Source: an optimization exercise on an open RTL-to-GDS flow (aim: small area). Production flows keep margins and buffers that such runs may drop. RTL that was checked went through simulation tests only; none was proved equivalent to the original. Only the layout flow was run in run 2; the RTL was not checked for function there. Power is estimated from default activity; no workload was simulated.

### config.mk
export PLATFORM = sky130hd
export DESIGN_NAME = pms_codec
export DESIGN_NICKNAME = pms_codec
export VERILOG_FILES = /design/flow/design.v
export SDC_FILE = /design/flow/constraint.sdc
export NUM_CORES = 4
export LEC_CHECK = 0
export CAP_MARGIN = 20
export CORE_MARGIN = 2
export CORE_UTILIZATION = 40
export SLEW_MARGIN = 20
### constraint.sdc
create_clock -name core_clock -period 12.0 [get_ports {clk}]
set_input_delay 2.4000 -clock core_clock [delete_from_list [all_inputs] [get_ports {clk}]]
set_output_delay 2.4000 -clock core_clock [all_outputs]
set_load 0.01 [all_outputs]
### design.v
module pms_codec #(
    parameter STRICT_LEN = 0
) (
    input             clk,
    input             rst,         
    input             req_valid,
    input      [31:0] req,
    output reg        rsp_valid,
    output reg [15:0] rsp_data
);
    localparam [7:0] START1 = 8'h42;
    localparam [7:0] START2 = 8'h4D;
    wire [3:0] func = req[31:28];
    wire fire = req_valid && !rst;
    wire mid_zero  = (req[27:8] == 20'd0);
    wire is_push   = fire && (func == 4'h1) && mid_zero;
    wire is_clr    = fire && (func == 4'h2) && mid_zero && (req[7:0] == 8'd0);
    wire is_decode = fire && (func == 4'h3) && mid_zero && (req[7:0] == 8'd0);
    wire is_encode = fire && (func == 4'h4) && (req[27:24] == 4'd0);
    wire is_regrd  = fire && (func == 4'h5) && mid_zero;
    wire [7:0] byte_in = req[7:0];
    reg [5:0]  rx_cnt;
    reg        rx_ovf;
    reg        d_done;
    reg        d_ok;
    reg        good;           
    reg [12:0] acc;            
    reg [7:0]  stage [0:23];   
    reg [15:0] meas  [0:11];
    wire cnt_full = rx_cnt[5];               
    wire push_in  = is_push && !cnt_full;
    wire at0      = (rx_cnt[4:0] == 5'd0);
    wire at1      = (rx_cnt[4:0] == 5'd1);
    wire at30     = (rx_cnt[4:0] == 5'd30);
    wire at31     = (rx_cnt[4:0] == 5'd31);
    reg [7:0] exp_b;
    always @(*) begin
        exp_b = acc[7:0];
        if (at0)       exp_b = START1;
        else if (at1)  exp_b = START2;
        else if (at30) exp_b = {3'd0, acc[12:8]};
    end
    wire checked  = at0 || at1 || at30 || at31;
    wire match    = (byte_in == exp_b);
    wire good_nxt = (at0 || good) && (!checked || match);
    wire frame_ok = cnt_full && !rx_ovf && good;
    always @(posedge clk) begin
        if (rst) begin
            rx_cnt <= 6'd0;
            rx_ovf <= 1'b0;
            d_done <= 1'b0;
            d_ok   <= 1'b0;
        end else if (is_push) begin
            if (!cnt_full)
                rx_cnt <= rx_cnt + 6'd1;
            else
                rx_ovf <= 1'b1;
        end else if (is_clr) begin
            rx_cnt <= 6'd0;
            rx_ovf <= 1'b0;
        end else if (is_decode) begin
            d_done <= 1'b1;
            d_ok   <= frame_ok;
            rx_cnt <= 6'd0;
            rx_ovf <= 1'b0;
        end
    end
    always @(posedge clk) begin
        if (push_in)
            good <= good_nxt;
    end
    always @(posedge clk) begin
        if (push_in && !at30 && !at31)
            acc <= (at0 ? 13'd0 : acc) + {5'd0, byte_in};
    end
    wire shift_in = push_in && (rx_cnt[4:0] >= 5'd4) && (rx_cnt[4:0] <= 5'd27);
    integer i;
    always @(posedge clk) begin
        if (shift_in) begin
            for (i = 0; i < 23; i = i + 1)
                stage[i] <= stage[i + 1];
            stage[23] <= byte_in;
        end
    end
    integer k;
    always @(posedge clk) begin
        if (is_decode && frame_ok) begin
            for (k = 0; k < 12; k = k + 1)
                meas[k] <= {stage[2 * k], stage[2 * k + 1]};
        end
    end
    reg        tx_valid;
    reg [1:0]  tx_op;       
    reg [15:0] tx_data;
    wire [7:0] enc_op = req[23:16];
    wire op_ok = (enc_op == 8'hE1) || (enc_op == 8'hE2) || (enc_op == 8'hE4);
    always @(posedge clk) begin
        if (rst)
            tx_valid <= 1'b0;
        else if (is_encode)
            tx_valid <= op_ok;
    end
    always @(posedge clk) begin
        if (is_encode) begin
            tx_op   <= enc_op[1:0];
            tx_data <= req[15:0];
        end
    end
    wire [7:0] tx_opb = {5'b11100, ~tx_op[1] & ~tx_op[0], tx_op};
    wire [9:0] tx_csum = 10'h08F + {2'd0, tx_opb} + {2'd0, tx_data[15:8]} + {2'd0, tx_data[7:0]};
    reg [5:0] rd_num;
    always @(posedge clk) begin
        rd_num <= req[5:0];
        if (rst)
            rsp_valid <= 1'b0;
        else
            rsp_valid <= is_regrd;
    end
    reg [7:0]  tx_byte;
    reg [15:0] meas_sel;
    reg [7:0]  stat;
    always @(*) begin
        case (rd_num[2:0])
            3'd0:    tx_byte = START1;
            3'd1:    tx_byte = START2;
            3'd2:    tx_byte = tx_opb;
            3'd3:    tx_byte = tx_data[15:8];
            3'd4:    tx_byte = tx_data[7:0];
            3'd5:    tx_byte = {6'd0, tx_csum[9:8]};
            default: tx_byte = tx_csum[7:0];
        endcase
        if (rd_num[3])
            meas_sel = meas[{2'b10, rd_num[1:0]}];
        else
            meas_sel = meas[{1'b0, rd_num[2:0]}];
        case (rd_num[1:0])
            2'd0:    stat = {6'd0, d_ok, d_done};
            2'd1:    stat = {rx_ovf, 1'b0, rx_cnt};
            default: stat = {7'd0, tx_valid};
        endcase
        if (rd_num[4])
            rsp_data = meas_sel;
        else if (rd_num[5])
            rsp_data = {8'd0, tx_byte};
        else
            rsp_data = {8'd0, stat};
    end
endmodule
### run.sh
#!/bin/bash
# synth_recipe.tcl (not shown) runs the flow's synth.tcl, then flattens the netlist and writes it again
# the make line also repeats each setting of config.mk as NAME=value (left out here)
make -C /OpenROAD-flow-scripts/flow DESIGN_CONFIG=/design/flow/config.mk WORK_HOME=/design/flow/orfs CLKGATE_MAP_FILE= SYNTH_SCRIPT=/design/flow/synth_recipe.tcl finish
==> results.py, run 1 <==
metrics = {
    "synth": {
        "synth-async-reset-ratio_pct": 0,
        "netlist_area_mm2": 0.01683,
        "yosys-top-cells-count": "416 x edfxtp_1, 65 x nor2_1, 46 x nand2_1",
        "synthMostInstantiatedCell": "edfxtp_1",
        "seq_area_frac_synth_pct": 76.24,
        "synth_edf_count": 416,
        "synth_cells": 994,
        "synth-seq-cells": 433,
        "synth_ff_type": "edfxtp_1",
        "synth_top_area_cell": "edfxtp_1",
        "ys_types": 71,
        "synth_area_leaders": "edfxtp_1 74%, mux4_2 3.5%, ha_1 2.6%",
        "syn_nets": 1069,
        "yosysTopAreaCellShare_pct": 74.22,
        "yosys_warnings": 3,
        "syn_area_per_cell_um2": 16.93,
    },
    "power": {
        "p_leak_nw": 6.389,
        "seqPwrFrac_pct": 53.3,
        "internal_power_mw": 2.469,
        "vdd_drop_max_uv": 88.65,
        "p_comb_share_pct": 3.4,
        "switching_share_pct": 19.71,
        "pwr-share-clk_pct": 43.3,
        "power_density_mw_per_mm2": 158.3,
        "switchingPower_uw": 606.1,
    },
    "cts": {
        "cts_tree": "yes",
        "cts_sinks": 433,
        "hold_buffers": 0,
        "cts_resized": 0,
        "cts_root_buf": "clkbuf_16",
        "clk_latency_ns": 0.55,
        "h-tree-depth": 2,
        "numCtsBuffers": 43,
        "clk_pin_slew_ns": 0.06,
        "postCtsSetupRepairBufs": 0,
        "cts_buffer_depth": 3,
    },
    "worst_setup_path": {
        "cp.arrival_ns": 4.44,
        "crit_fanout": 4,
        "rrSetupSlack_ns": 8.49,
        "required_ns": 9.60,
        "criticalPathCategory": "flip-flop to output pin",
        "reg2reg_depth": 10,
        "critPathCaptureType": "output pin",
        "critPathLaunchType": "flip-flop",
    },
    "global_route": {
        "grt_pass1_wl_mm": 52.64,
        "gr-total-overflow": 0,
        "grt_max_degree": 194,
        "grt.total_usage_pct": 15.76,
        "antenna_found_initial": 0,
        "grt_pass1_vias": 8873,
    },
    "routing": {
        "vias_per_cell": 5.462,
        "num_vias": 8947,
        "drc_errors": 0,
        "avgRoutedWirePerCell_um": 21.10,
        "ant_nets": 0,
        "drtPass1Iterations": 5,
        "drt_iter0_drc": 877,
        "wl_mm": 34.56,
    },
    "die": {
        "core_mm2": 0.04176,
        "fp.dieH_um": 209.1,
        "rows": 75,
        "io_pins": 52,
        "die-area_mm2": 0.04374,
        "start_util_pct": 40.31,
        "die_x_um": 209.1,
    },
    "final_layout": {
        "register_area_mm2": 0.01284,
        "nFillCells": 3512,
        "area_growth_pct": 15.38,
        "layout-drive-gt1-share_pct": 10.46,
        "finalNetCount": 1143,
        "antenna_cells": 0,
        "multi_input_area_mm2": 0.003724,
        "final_util_pct": 46.50,
    },
    "status": {
        "status": "finished clean",
    },
    "job": {
        "drv_cap": 0,
    },
    "placed_design": {
        "place_hpwl_mm": 21.01,
        "io_buffers": 51,
        "gp_congestion": 0.8505,
    },
    "timing": {
        "fin_crit_sh_pct": 56.98,
        "maxSlewViolCount": 0,
        "worst_pin_slew_ns": 1.221,
        "rsz0062_at_grt": "false",
        "skew_ns": 0.01772,
        "hold_viol": 0,
        "fmax_mhz": 146.2,
        "setup_viol": 0,
        "fin_tns_setup_ns": 0,
        "min_period_ns": 6.838,
        "slew_headroom_pct": 18.63,
    },
    "min_path": {
        "hold_class": "flip-flop to flip-flop",
        "holdPathStages": 0,
    },
}
-- kinds of logic after synthesis --
group           synth area share [%]
flops                          76.24
buf+inv                        1.925
compound gates                 6.817
fa+ha+maj                      3.197
xor+xnor                      0.6765
simple gates                   5.858
mux                            5.285
-- critical path, cell delays in order (launching register included) --
cell             delay, ns
edfxtp_1              0.34
inv_2                 0.05
ha_1                  0.28
inv_1                 0.06
fa_1                  0.51
ha_1                  0.19
inv_1                 0.06
fa_1                  0.39
nand2b_1              0.20
a21oi_1               0.25
o21a_1                0.16
or3_1                 0.10
a21oi_1               0.06
o31ai_1               0.60
clkdlybuf4s50_1       0.67
-- flip-flops by register name, indices dropped and copies added (netlist names) --
signal,flops
rx_cnt,6
tx_op,2
meas,192
d_ok,1
rsp_valid,1
d_done,1
tx_valid,1
tx_data,16
acc,13
rd_num,6
stage,192
rx_ovf,1
good,1
-- layout by cell type, fill, tap and decap left out, types with 13 or more instances in the layout --
master	instances
mux2i_1	27
nor2_1	65
mux4_2	26
a21oi_1	30
nand3_1	15
clkbuf_1	13
nand2_1	46
o21ai_1	24
clkbuf_16	43
inv_1	41
clkdlybuf4s50_1	51
a221oi_1	14
ha_1	35
nand2b_1	13
o21ai_0	20
dfxtp_1	15
edfxtp_1	416
-- stage by stage --
step	std cells	cell area [um^2]	hold WS, ns	setup WS, ns	power [mW]
floorplan	994	16860	0.4003	2.194	1.722
global placement	1562	18030	0.4016	5.700	1.775
detailed placement	1562	18030	0.4045	5.630	1.775
CTS	1638	19420	0.4187	5.164	3.109
global route	1638	19420	0.4285	4.904	3.171
finish	1638	19420	0.4180	5.162	3.075
-- layer usage --
layer,track usage [%],wire (um),vias to the layer above
met5,0,0,-
met4,4.680,795,0
met3,2.585,1964,55
met2,23.37,15330,291
met1,23.99,16470,4557
li1,-,-,4044
-- area by class of cell --
cell class / count / area share (%)
tap: 539 / 3.473
clock buffer: 56 / 5.792
timing repair buffer: 63 / 3.157
multi-input combinational: 478 / 19.17
clock inverter: 20 / 1.340
sequential: 433 / 66.12
inverter: 49 / 0.9471
-- path summary, 6_finish.rpt --
check,startpoint,to
max,tx_op[1],rsp_data[7]
min,stage[0][3],meas[0][11]
min reg2reg,stage[0][3],meas[0][11]
max reg2reg,rx_cnt[3],acc[9]
-- power by group through the flow --
stage / Sequential (mW) / Clock [mW] / Combinational [mW]
floorplan: 1.67 / 0 / 0.0561
global placement: 1.67 / 0 / 0.104
detailed placement: 1.67 / 0 / 0.104
CTS: 1.64 / 1.37 / 0.105
global route: 1.64 / 1.42 / 0.112
finish: 1.64 / 1.33 / 0.104
==> inputs of run 2 (changes only) <==
==> design.v (replaced) <==
module pms_codec #(
    parameter STRICT_LEN = 0
) (
    input             clk,
    input             rst,         
    input             req_valid,
    input      [31:0] req,
    output reg        rsp_valid,
    output reg [15:0] rsp_data
);
    localparam [7:0] START1 = 8'h42;
    localparam [7:0] START2 = 8'h4D;
    localparam [7:0] OP_READ = 8'hE2;
    localparam [7:0] OP_CHANGEMODE = 8'hE1;
    localparam [7:0] OP_SLEEPSET = 8'hE4;
    wire [3:0] func = req[31:28];
    wire fire = req_valid && !rst;
    wire is_push   = fire && (func == 4'h1) && (req[27:8] == 20'd0);
    wire is_clr    = fire && (func == 4'h2) && (req[27:0] == 28'd0);
    wire is_decode = fire && (func == 4'h3) && (req[27:0] == 28'd0);
    wire is_encode = fire && (func == 4'h4) && (req[27:24] == 4'd0);
    wire is_regrd  = fire && (func == 4'h5) && (req[27:8] == 20'd0);
    reg [7:0]  rx_buf [0:31];
    reg [5:0]  rx_cnt;
    reg        rx_ovf;
    reg        d_done;
    reg        d_ok;
    reg [15:0] meas [0:11];
    reg [15:0] csum_in;
    integer i;
    always @(*) begin
        csum_in = 16'd0;
        for (i = 0; i < 30; i = i + 1)
            csum_in = csum_in + {8'd0, rx_buf[i]};
    end
    wire marker_ok = (rx_buf[0] == START1) && (rx_buf[1] == START2);
    wire declen_ok = (STRICT_LEN == 0) || ({rx_buf[2], rx_buf[3]} == 16'h001C);
    wire csum_ok   = (csum_in == {rx_buf[30], rx_buf[31]});
    wire len_ok    = !rx_ovf && (rx_cnt == 6'd32);
    wire frame_ok  = len_ok && marker_ok && declen_ok && csum_ok;
    always @(posedge clk) begin
        if (rst) begin
            rx_cnt <= 6'd0;
            rx_ovf <= 1'b0;
            d_done <= 1'b0;
            d_ok   <= 1'b0;
        end else if (is_push) begin
            if (rx_cnt < 6'd32)
                rx_cnt <= rx_cnt + 6'd1;
            else
                rx_ovf <= 1'b1;
        end else if (is_clr) begin
            rx_cnt <= 6'd0;
            rx_ovf <= 1'b0;
        end else if (is_decode) begin
            d_done <= 1'b1;
            d_ok   <= frame_ok;
            rx_cnt <= 6'd0;
            rx_ovf <= 1'b0;
        end
    end
    always @(posedge clk) begin
        if (is_push && rx_cnt < 6'd32)
            rx_buf[rx_cnt[4:0]] <= req[7:0];
    end
    integer k;
    always @(posedge clk) begin
        if (is_decode && frame_ok) begin
            for (k = 0; k < 12; k = k + 1)
                meas[k] <= {rx_buf[4 + 2 * k], rx_buf[5 + 2 * k]};
        end
    end
    reg       tx_valid;
    reg [7:0] tx_buf [0:6];
    wire [7:0]  enc_op   = req[23:16];
    wire [15:0] enc_data = req[15:0];
    wire        op_ok    = (enc_op == OP_READ) || (enc_op == OP_CHANGEMODE) ||
                           (enc_op == OP_SLEEPSET);
    wire [15:0] csum_out = {8'd0, START1} + {8'd0, START2} + {8'd0, enc_op} +
                           {8'd0, enc_data[15:8]} + {8'd0, enc_data[7:0]};
    always @(posedge clk) begin
        if (rst)
            tx_valid <= 1'b0;
        else if (is_encode)
            tx_valid <= op_ok;
    end
    always @(posedge clk) begin
        if (is_encode && op_ok) begin
            tx_buf[0] <= START1;
            tx_buf[1] <= START2;
            tx_buf[2] <= enc_op;
            tx_buf[3] <= enc_data[15:8];
            tx_buf[4] <= enc_data[7:0];
            tx_buf[5] <= csum_out[15:8];
            tx_buf[6] <= csum_out[7:0];
        end
    end
    wire [7:0] regnum = req[7:0];
    reg [15:0] reg_value;
    always @(*) begin
        reg_value = 16'd0;
        case (regnum)
            8'h00: reg_value = {14'd0, d_ok, d_done};
            8'h01: reg_value = {8'd0, rx_ovf, 1'b0, rx_cnt};
            8'h02: reg_value = {15'd0, tx_valid};
            8'h10, 8'h11, 8'h12, 8'h13, 8'h14, 8'h15,
            8'h16, 8'h17, 8'h18, 8'h19, 8'h1A, 8'h1B:
                reg_value = meas[regnum[3:0]];
            8'h20, 8'h21, 8'h22, 8'h23, 8'h24, 8'h25, 8'h26:
                reg_value = {8'd0, tx_buf[regnum[2:0]]};
            default: reg_value = 16'd0;
        endcase
    end
    always @(posedge clk) begin
        if (rst)
            rsp_valid <= 1'b0;
        else
            rsp_valid <= is_regrd;
    end
    always @(posedge clk) begin
        if (is_regrd)
            rsp_data <= reg_value;
    end
endmodule
==> run 2 against run 1 <==
Still clean. Setup slack got worse by 1.1 ns. Core utilization down 0.093 points. Via count up 46%. Maximum frequency down 13%. Critical path depth up 4. Routed wire length up 81%. Non-clock buffer count increased by 21. Clock skew rose by 0.023 ns. Critical path type is now flip-flop to flip-flop.
==> results.py, run 2 <==
metrics = {
    "status": {
        "status": "finished clean",
    },
    "global_route": {
        "gr-total-overflow": 0,
        "antenna_found_initial": 4,
        "grt_max_degree": 193,
        "grt_pass1_vias": 14190,
        "grt_pass1_wl_mm": 91.72,
        "grt.total_usage_pct": 20.14,
    },
    "final_layout": {
        "mostFrequentLayoutCell": "edfxtp_1",
        "area_growth_pct": 14.57,
        "layout-drive-gt1-share_pct": 9.778,
        "layout_common_cells": "498 x edfxtp_1, 232 x inv_1, 225 x fa_1",
        "register_area_mm2": 0.01517,
        "multi_input_area_mm2": 0.008416,
        "nFillCells": 5180,
        "antenna_cells": 0,
        "finalNetCount": 1944,
        "fin_cells": 2449,
        "largest_reg_flops": 256,
    },
    "synth": {
        "syn_nets": 1838,
        "syn_area_per_cell_um2": 16.15,
        "netlist_area_mm2": 0.02450,
        "yosys_warnings": 3,
        "synth_top_area_cell": "edfxtp_1",
        "ys_types": 68,
        "synth_cells": 1517,
        "yosysTopAreaCellShare_pct": 61.05,
        "synth_edf_count": 498,
        "synth_ff_type": "edfxtp_1",
        "yosys-top-cells-count": "498 x edfxtp_1, 233 x inv_1, 226 x fa_1",
        "synth-seq-cells": 509,
        "seq_area_frac_synth_pct": 61.95,
        "synth_area_leaders": "edfxtp_1 61%, fa_1 18%, inv_1 3.6%",
        "synth-async-reset-ratio_pct": 0,
        "synthMostInstantiatedCell": "edfxtp_1",
    },
    "worst_setup_path": {
        "critPathLaunchType": "flip-flop",
        "cp.arrival_ns": 8.15,
        "criticalPathCategory": "flip-flop to flip-flop",
        "required_ns": 12.25,
        "crit_fanout": 192,
        "critPathCaptureType": "flip-flop",
    },
    "timing": {
        "maxSlewViolCount": 0,
        "skew_ns": 0.04044,
        "worst_pin_slew_ns": 1.125,
        "setup_viol": 0,
        "min_period_ns": 7.901,
        "rsz0062_at_grt": "false",
        "slew_headroom_pct": 24.73,
        "hold_viol": 0,
        "fmax_mhz": 126.6,
        "fin_crit_sh_pct": 65.84,
    },
    "cts": {
        "cts_sinks": 509,
        "numCtsBuffers": 54,
        "cts_buffer_depth": 3,
        "cts_tree": "yes",
        "postCtsSetupRepairBufs": 0,
        "clk_latency_ns": 0.64,
        "hold_buffers": 0,
        "cts_root_buf": "clkbuf_16",
        "cts_resized": 0,
        "clk_pin_slew_ns": 0.07,
        "h-tree-depth": 2,
    },
    "die": {
        "fp.dieH_um": 251.5,
        "io_pins": 52,
        "rows": 90,
        "core_mm2": 0.06047,
        "start_util_pct": 40.51,
        "die-area_mm2": 0.06323,
        "die_x_um": 251.5,
    },
    "job": {
        "drv_cap": 0,
    },
    "routing": {
        "wl_mm": 62.44,
        "drtPass1Iterations": 6,
        "drt_iter0_drc": 1293,
        "num_vias": 13080,
        "avgRoutedWirePerCell_um": 25.49,
        "ant_nets": 0,
        "drc_errors": 0,
        "vias_per_cell": 5.341,
    },
    "power": {
        "p_leak_nw": 10.07,
        "pwr-share-clk_pct": 45.4,
        "seqPwrFrac_pct": 50.6,
        "p_comb_share_pct": 4.0,
        "switching_share_pct": 21.66,
        "vdd_drop_max_uv": 109.5,
        "power_density_mw_per_mm2": 136.8,
        "internal_power_mw": 3.008,
        "p_total_mw": 3.840,
        "switchingPower_uw": 831.8,
    },
    "placed_design": {
        "place_hpwl_mm": 46.50,
        "dp.cells": 2349,
        "io_buffers": 51,
        "gp_congestion": 0.8949,
    },
    "min_path": {
        "hold_class": "flip-flop to flip-flop",
    },
}
## run 2: cell types whose count changed after synthesis, sizes merged, moves of 14 or more
cell and delta:
mux4 -26, a22oi +33, inv +186, xnor2 +14
o21ai -20, nand2 -14, edfxtp +82, fa +221
ha +25
## run 2: cell families after synthesis
logic type	after synthesis	share of synthesized area [%]
buffers and inverters	268	4.168
and+or+nand+nor	225	5.333
AOI/OAI and AO/OA	182	5.184
xor gates and xnor gates	30	1.129
muxes	17	0.7048
adders and majority gates	286	21.53
DFF	509	61.95
## run 2: area by class of cell
class                   count  share of cell area, %
multi-input cells         740                  29.99
repair buffers             84                  2.675
inverters                 234                  3.130
clock inverters            42                  1.788
flip-flops and latches    509                  54.07
clock buffers              58                  4.868
well taps                 782                  3.486
## run 2: layer usage
metal / part of all wire (%) / wire length (um) / vias up / global-route usage [%]
met5: 0.013 / 8 / - / 0
li1: - / - / 5662 / -
met4: 3.3 / 2066 / 2 / 7.347
met3: 5.8 / 3601 / 110 / 2.796
met1: 42 / 26110 / 6836 / 27.04
met2: 49 / 30650 / 471 / 33.64
## run 2: final timing paths
kind | start | end | slack (ns) | cells past startpoint
worst max-delay path | rx_buf[8][3] | meas[7][5] | 4.10 | 18
worst min register to register | rx_buf[25][0] | meas[10][0] | 0.45 | 0
worst min-delay path | rx_buf[25][0] | meas[10][0] | 0.45 | 0
worst max register to register | rx_buf[8][3] | meas[7][5] | 4.10 | 18
## run 2: critical path, stage by stage, from the launching register on
cell	delay [ns]
edfxtp_1	0.42
fa_1	0.55
inv_1	0.05
fa_1	0.50
fa_1	0.58
fa_1	0.45
fa_1	0.60
fa_1	0.45
fa_1	0.46
fa_1	0.56
inv_1	0.06
ha_1	0.26
a211oi_1	0.40
o21ai_0	0.27
a21oi_1	0.23
xor2_1	0.20
nand3_1	0.15
nor4b_4	0.37
buf_12	0.71
## run 2: power by group through the flow
stage | clock, mW | sequential [mW] | combinational [mW]
3_3_place_gp | 0 | 1.98 | 0.151
5_1_grt | 1.84 | 1.94 | 0.168
2_1_floorplan | 0 | 1.98 | 0.0800
6_report | 1.74 | 1.94 | 0.154
3_5_place_dp | 0 | 1.98 | 0.154
4_1_cts | 1.77 | 1.94 | 0.155
## run 2: stage by stage
stage               TNS [ns]  util [%]  hold WS, ns  setup WS [ns]  area (um^2)
finish                     0     46.41       0.4466          4.099        28070
global placement           0     43.27       0.4393          4.209        26170
CTS                        0     46.38       0.4482          4.086        28050
floorplan            -102.64         -       0.4251        -0.5346        24520
global route               0     46.41       0.4553          3.671        28070
detailed placement         0     43.29       0.4372          4.113        26180

==> re-timing with driven ports <==
No port has a modelled driver above. Below, the same layouts with a new extraction and two added sets of constraints. Step 1, drivers: a clkbuf_16 drives clk and a buf_2 each remaining input, both assumed. Step 2 times the ports against the registers' clock, not the clock port: input delays grow and output delays shrink by t, the midpoint of the rising clock arrivals with the driver on. Three values: no drivers, after step 1, after step 2; two values: the first two.
run | shift t [ns] | setup WS [ns] | worst hold slack (ns)
run 1 | 0.586 | 5.162 / 5.112 / 5.679 | 0.418 / 0.418 / 0.418
run 2 | 0.678 | 4.099 / 4.099 / 4.099 | 0.447 / 0.447 / 0.447
After both steps setup and hold are still met in every run listed.
